Background: an optimization exercise with open tools, aiming at a short achievable clock period, few clock cycles and low power. Do not read the settings as production practice.
Only simulation tests tie the RTL to the original design; equivalence was not proved.
Power is estimated from default activity; no workload was simulated.

v38:
Design rast1, start of the top module:
module rast1 (
    input             clk,
    input             rst,
    input             host_valid,
    input             host_we,
    input      [2:0]  host_addr,       
    input      [31:0] host_wdata,
    output reg        host_ready,
    output     [31:0] host_rdata,
    output            mem_valid,
    output reg        mem_we,
    output     [31:0] mem_addr,
    output reg [7:0]  mem_wdata,
    input             mem_ready,
    input      [7:0]  mem_rdata,
    input             mem_err
);
    localparam S_IDLE  = 3'b001;
    localparam S_SETUP = 3'b010;
    localparam S_RUN   = 3'b100;
    localparam P_BM  = 3'b000;
    localparam P_T1R = 3'b001;
    localparam P_T1W = 3'b011;
    localparam P_T2R = 3'b101;
    localparam P_T2W = 3'b111;
    reg [31:0] fb_base, bm_base, arg0, arg1, cmd;
    reg        st_err;
    reg [2:0]  state;           
    wire       st_idle  = state[0];
    wire       st_setup = state[1];
    assign     mem_valid = state[2];    
    reg [31:0] fp;              
    reg [31:0] bp;              
    reg [6:0]  hj;              
    reg [2:0]  lo_b;            
    reg [2:0]  hi_b;            
    reg [8:0]  rows_left;
    reg [6:0]  bcnt;            
    reg [2:0]  phase;           
    reg [31:0] sreg;            
    reg [7:0]  tail;            
    reg [23:0] fbq;             
    assign mem_addr   = fp;
    assign host_rdata = sreg;
    wire first = phase[0];
    wire t1    = hj[0];
    wire t2    = hj[1];
    wire [3:0] p = hj[5:2];    
    function legal;
        input [31:0] c;
        legal = (c[31:8] == 24'd0) &&
                ((c[3:0] <= 4'd4 && c[7:4] == 4'd0) ||
  ...
==> flow/config.mk <==
export PLATFORM = sky130hd
export DESIGN_NAME = rast1
export DESIGN_NICKNAME = rast1
export VERILOG_FILES = /design/flow/design.v
export SDC_FILE = /design/flow/constraint.sdc
export NUM_CORES = 4
export LEC_CHECK = 0
export CAP_MARGIN = 20
export CORE_MARGIN = 2
export CORE_UTILIZATION = 40
export PLACE_DENSITY = 0.6
export SLEW_MARGIN = 20
==> flow/constraint.sdc <==
create_clock -name core_clock -period 10.0 [get_ports {clk}]
set_input_delay 2.0000 -clock core_clock [delete_from_list [all_inputs] [get_ports {clk}]]
set_output_delay 2.0000 -clock core_clock [all_outputs]
set_load 0.01 [all_outputs]
standard.sh (not shown) runs the stock make flow with config.mk's settings and CLKGATE_MAP_FILE= SYNTH_SCRIPT=/design/flow/synth_recipe.tcl, a recipe that flattens the netlist after the stock synthesis.
==> flow/flow/run.sh <==
#!/bin/bash
# The standard layout with two changes to how it is made:
# - clock tree synthesis adds no dummy loads (cells hung on clock nets only to
#   balance them); the flip-flops are clustered under clkbuf_8 leaf buffers, at
#   most 13 each within 80 um, below a clkbuf_16 root;
# - timing repair aims for 6.8 ns of setup slack instead of 0.
# The SDC, the die and every other step are the standard flow's.
# Each tool's output goes to the ORFS logs and to standard.log here.
set -euo pipefail
export CTS_ARGS="-sink_clustering_enable -repair_clock_nets -dont_use_dummy_load -buf_list {sky130_fd_sc_hd__clkbuf_8 sky130_fd_sc_hd__clkbuf_16} -root_buf sky130_fd_sc_hd__clkbuf_16 -sink_clustering_buffer sky130_fd_sc_hd__clkbuf_8 -sink_clustering_size 13 -sink_clustering_max_diameter 80"
bash standard.sh SETUP_SLACK_MARGIN=6.8 finish > standard.log 2>&1
Testbench counts of v38, summed over its fixed seeds: cycles 175,830.
#### Input delta (v54 over v38)
==> flow/flow/run.sh <==
#!/bin/bash
# The standard layout with two changes to how it is made:
# - clock tree synthesis adds no dummy loads (cells hung on clock nets only to
#   balance them); the flip-flops are clustered under clkbuf_8 leaf buffers, at
#   most 14 each within 80 um, below a clkbuf_16 root;
# - timing repair aims for 6.6 ns of setup slack instead of 0.
# The SDC, the die and every other step are the standard flow's.
# Each tool's output goes to the ORFS logs and to standard.log here.
set -euo pipefail
export CTS_ARGS="-sink_clustering_enable -repair_clock_nets -dont_use_dummy_load -buf_list {sky130_fd_sc_hd__clkbuf_8 sky130_fd_sc_hd__clkbuf_16} -root_buf sky130_fd_sc_hd__clkbuf_16 -sink_clustering_buffer sky130_fd_sc_hd__clkbuf_8 -sink_clustering_size 14 -sink_clustering_max_diameter 80"
bash standard.sh SETUP_SLACK_MARGIN=6.6 finish > standard.log 2>&1
--- outcome ---
Layout-stage area growth over the synthesis result (lower): v54
Looking at launching instance or port of the critical path, the cmd[0]$_SDFFE_PP0P_ result is from v38; the phase[0]$_SDFFE_PP0P_ one comes from v54.
v54 improves on v38 in setup slack at placement.
v54 reached the final stage; the timing, DRC and antenna checks on its layout passed.
Per the comparison of v54 with v38, tightest slew margin relative to the limit increased 4.3 points; number of non-filler instances in the completed layout now sits lower; total routed wire length on the met1 layer decreased by about 1.9% relative to the old numbers; initial antenna violation count went up.
Edits applied to the flow inputs when going from v54 to v47:
diff --git a/flow/flow/run.sh b/flow/flow/run.sh
--- a/flow/flow/run.sh
+++ b/flow/flow/run.sh
@@ -5,3 +5,3 @@
 #   most 14 each within 80 um, below a clkbuf_16 root;
-# - timing repair aims for 6.6 ns of setup slack instead of 0.
+# - timing repair aims for 7 ns of setup slack instead of 0.
 # The SDC, the die and every other step are the standard flow's.
@@ -10,2 +10,2 @@
 export CTS_ARGS="-sink_clustering_enable -repair_clock_nets -dont_use_dummy_load -buf_list {sky130_fd_sc_hd__clkbuf_8 sky130_fd_sc_hd__clkbuf_16} -root_buf sky130_fd_sc_hd__clkbuf_16 -sink_clustering_buffer sky130_fd_sc_hd__clkbuf_8 -sink_clustering_size 14 -sink_clustering_max_diameter 80"
-bash standard.sh SETUP_SLACK_MARGIN=6.6 finish > standard.log 2>&1
+bash standard.sh SETUP_SLACK_MARGIN=7 finish > standard.log 2>&1
- On met2 capacity usage during global routing, the higher figure sits with v47, not v54.
- Compared with v54, v47 shows a higher routed wire length.
- Relative to v54, layout filler cell count has gone down in v47.
Setup changes, v47 to v23
diff --git a/flow/flow/run.sh b/flow/flow/run.sh
--- a/flow/flow/run.sh
+++ b/flow/flow/run.sh
@@ -5,3 +5,3 @@
 #   most 14 each within 80 um, below a clkbuf_16 root;
-# - timing repair aims for 7 ns of setup slack instead of 0.
+# - timing repair aims for 6.8 ns of setup slack instead of 0.
 # The SDC, the die and every other step are the standard flow's.
@@ -10,2 +10,2 @@
 export CTS_ARGS="-sink_clustering_enable -repair_clock_nets -dont_use_dummy_load -buf_list {sky130_fd_sc_hd__clkbuf_8 sky130_fd_sc_hd__clkbuf_16} -root_buf sky130_fd_sc_hd__clkbuf_16 -sink_clustering_buffer sky130_fd_sc_hd__clkbuf_8 -sink_clustering_size 14 -sink_clustering_max_diameter 80"
-bash standard.sh SETUP_SLACK_MARGIN=7 finish > standard.log 2>&1
+bash standard.sh SETUP_SLACK_MARGIN=6.8 finish > standard.log 2>&1
==> comparison <==
Looking at the reports, v23 completed the entire flow and the layout it produced met the timing, DRC and antenna checks.
[compare] base=v47 new=v23: setup slack has decreased; number of filler cells placed in the layout has increased; number of buffers added by the clock tree synthesis step has increased; total global routing track utilization has decreased.
Number of detailed-route iterations in the first pass: v23 vs v47 down 1
Across both runs, detailed-route wire length on metal 1 was lower for v23 than for v47.
A cell at the slowest stage of the critical path of sky130_fd_sc_hd__clkdlybuf4s50_1 is what v47 shows, while sky130_fd_sc_hd__buf_4 belongs to v23.
Taking v47 as the reference, in v23 area added between synthesis and finish has decreased, fmax flat.
Of v23 and v47, v47 shows the higher final standard cell area without fillers, with v23 below it.

== red ==
Another version of the RTL of rast1 (not shown whole).
For scale: about 0.028 mm2 of cells after synthesis.
clock: 10.0 ns
lec_check: 0
cap_margin: 20
core_margin: 2
core_utilization: 40
place_density: 0.6
slew_margin: 20
==> flow/flow/run.sh <==
#!/bin/bash
# The standard layout with two changes to how it is made:
# - clock tree synthesis adds no dummy loads (cells hung on clock nets only to
#   balance them) and clusters the flip-flops under clkbuf_16 leaf buffers, at most 20 each;
# - timing repair aims for 7 ns of setup slack instead of 0.
# The SDC, the die and every other step are the standard flow's.
# Each tool's output goes to the ORFS logs and to standard.log here.
set -euo pipefail
export CTS_ARGS="-sink_clustering_enable -repair_clock_nets -dont_use_dummy_load -buf_list {sky130_fd_sc_hd__clkbuf_16} -sink_clustering_size 20 -sink_clustering_max_diameter 80"
bash standard.sh SETUP_SLACK_MARGIN=7 finish > standard.log 2>&1
Testbench counts of red, summed over its fixed seeds: cycles 175,830.
### red -> blue
diff --git a/flow/flow/run.sh b/flow/flow/run.sh
--- a/flow/flow/run.sh
+++ b/flow/flow/run.sh
@@ -4 +4,2 @@
-#   balance them) and clusters the flip-flops under clkbuf_16 leaf buffers, at most 20 each;
+#   balance them); the flip-flops are clustered under clkbuf_8 leaf buffers, at
+#   most 14 each within 80 um, below a clkbuf_16 root;
@@ -9 +10 @@
-export CTS_ARGS="-sink_clustering_enable -repair_clock_nets -dont_use_dummy_load -buf_list {sky130_fd_sc_hd__clkbuf_16} -sink_clustering_size 20 -sink_clustering_max_diameter 80"
+export CTS_ARGS="-sink_clustering_enable -repair_clock_nets -dont_use_dummy_load -buf_list {sky130_fd_sc_hd__clkbuf_8 sky130_fd_sc_hd__clkbuf_16} -root_buf sky130_fd_sc_hd__clkbuf_16 -sink_clustering_buffer sky130_fd_sc_hd__clkbuf_8 -sink_clustering_size 14 -sink_clustering_max_diameter 80"
==> comparison <==
- Compared to red, blue shows a narrower setup margin.
- blue vs red — highest ir drop seen on vdd dropped by more than a quarter
- Delta (blue minus red): switching portion of total power grew by 1.8 points; minimum clock period after layout grew by 0.034 ns; final area grew by 180 um2; clock buffer and inverter area fraction after layout shrank by 0.55 points.
- Looking at critical path required time, blue sits 0.06 ns below red.
- Final total power down about 5% in blue wrt red
- Between blue and red, routed wire length is higher for blue, red comes in under that.
- Relative to red, transition time of the tightest slew-check pin decreased by 0.036 ns in blue.
- Count of max-cap constraint violations came out exactly the same in blue and red.

rast1, a different RTL version from the one above (not shown whole).
Size in the first run: roughly 3500 cells after synthesis, about 330 flip-flops, ~0.028 mm^2 of cells after synthesis.
==> flow/config.mk <==
export PLATFORM = sky130hd
export DESIGN_NAME = rast1
export DESIGN_NICKNAME = rast1
export VERILOG_FILES = /design/flow/design.v
export SDC_FILE = /design/flow/constraint.sdc
export NUM_CORES = 4
export LEC_CHECK = 0
export CAP_MARGIN = 20
export CORE_MARGIN = 2
export CORE_UTILIZATION = 40
export PLACE_DENSITY = 0.6
export SLEW_MARGIN = 20
==> flow/constraint.sdc <==
create_clock -name core_clock -period 10.0 [get_ports {clk}]
set_input_delay 2.0000 -clock core_clock [delete_from_list [all_inputs] [get_ports {clk}]]
set_output_delay 2.0000 -clock core_clock [all_outputs]
set_load 0.01 [all_outputs]
run.sh (not shown) runs the stock make flow with config.mk's settings and CLKGATE_MAP_FILE= SYNTH_SCRIPT=/design/flow/synth_recipe.tcl, a recipe that flattens the netlist after the stock synthesis.
Stock flow here: none of the scripts above is used.
Testbench counts at the start, summed over its fixed seeds: cycles 175,694.
==> next run, changes <==
Settings changed: CTS_BUF_LIST set to sky130_fd_sc_hd__clkbuf_4 sky130_fd_sc_hd__clkbuf_8.
Outcome: Core utilization climbs by 0.17 points; global-route usage goes up by 0.18 points; wire length rises by 0.33%; clock skew rose by 0.046 ns; cell count climbs by 1.2%; die area is unchanged; design area grows by 0.37%; total power increases by 0.43%; setup slack gets worse by 0.013 ns; first-iteration DRC count went up by 2.3%.

## static timing again, ports no longer ideal
In the flow no input, the clock included, has a driving cell. The finished layouts below were timed again as built, in two steps. Step 1: set_driving_cell puts a clkbuf_16 on clk and a buf_2 on each other input, an assumption about the parent block. Step 2, shift: input delay + t, output delay - t, t = (earliest + latest rising clock arrival at the registers) / 2. This alone moves slack from input paths to output paths. a / b / c = ideal ports / drivers / drivers and shift; a / b = the first two.
| run | shift t [ns] | setup slack, ns | latest minus earliest clock arrival (ns) | worst slew at a driven data input, ns |
|---|---|---|---|---|
| v38 | 0.600 | 6.673 / 6.673 / 6.098 | 0.122 / 0.122 | 0.13 |
| v54 | 0.592 | 6.542 / 6.542 / 5.992 | 0.075 / 0.075 | 0.13 |
| v47 | 0.605 | 6.623 / 6.632 / 6.026 | 0.077 / 0.077 | 0.30 |
| v23 | 0.606 | 6.619 / 6.619 / 6.092 | 0.119 / 0.119 | 0.13 |
| red | 0.688 | 6.478 / 6.478 / 5.888 | 0.055 / 0.055 | 0.11 |
| blue | 0.624 | 6.443 / 6.443 / 5.952 | 0.054 / 0.054 | 0.32 |
| the first run of note 3 | 0.653 | 3.810 / 3.810 / 3.810 | 0.016 / 0.016 | 0.05 |
| the second run of note 3 | 0.716 | 3.796 / 3.796 / 3.796 | 0.068 / 0.069 | 0.05 |
After both steps every run listed still meets setup and hold. The setup slack of v47, which loses most, moves by +0.009 ns with the drivers and by -0.597 ns with both steps.
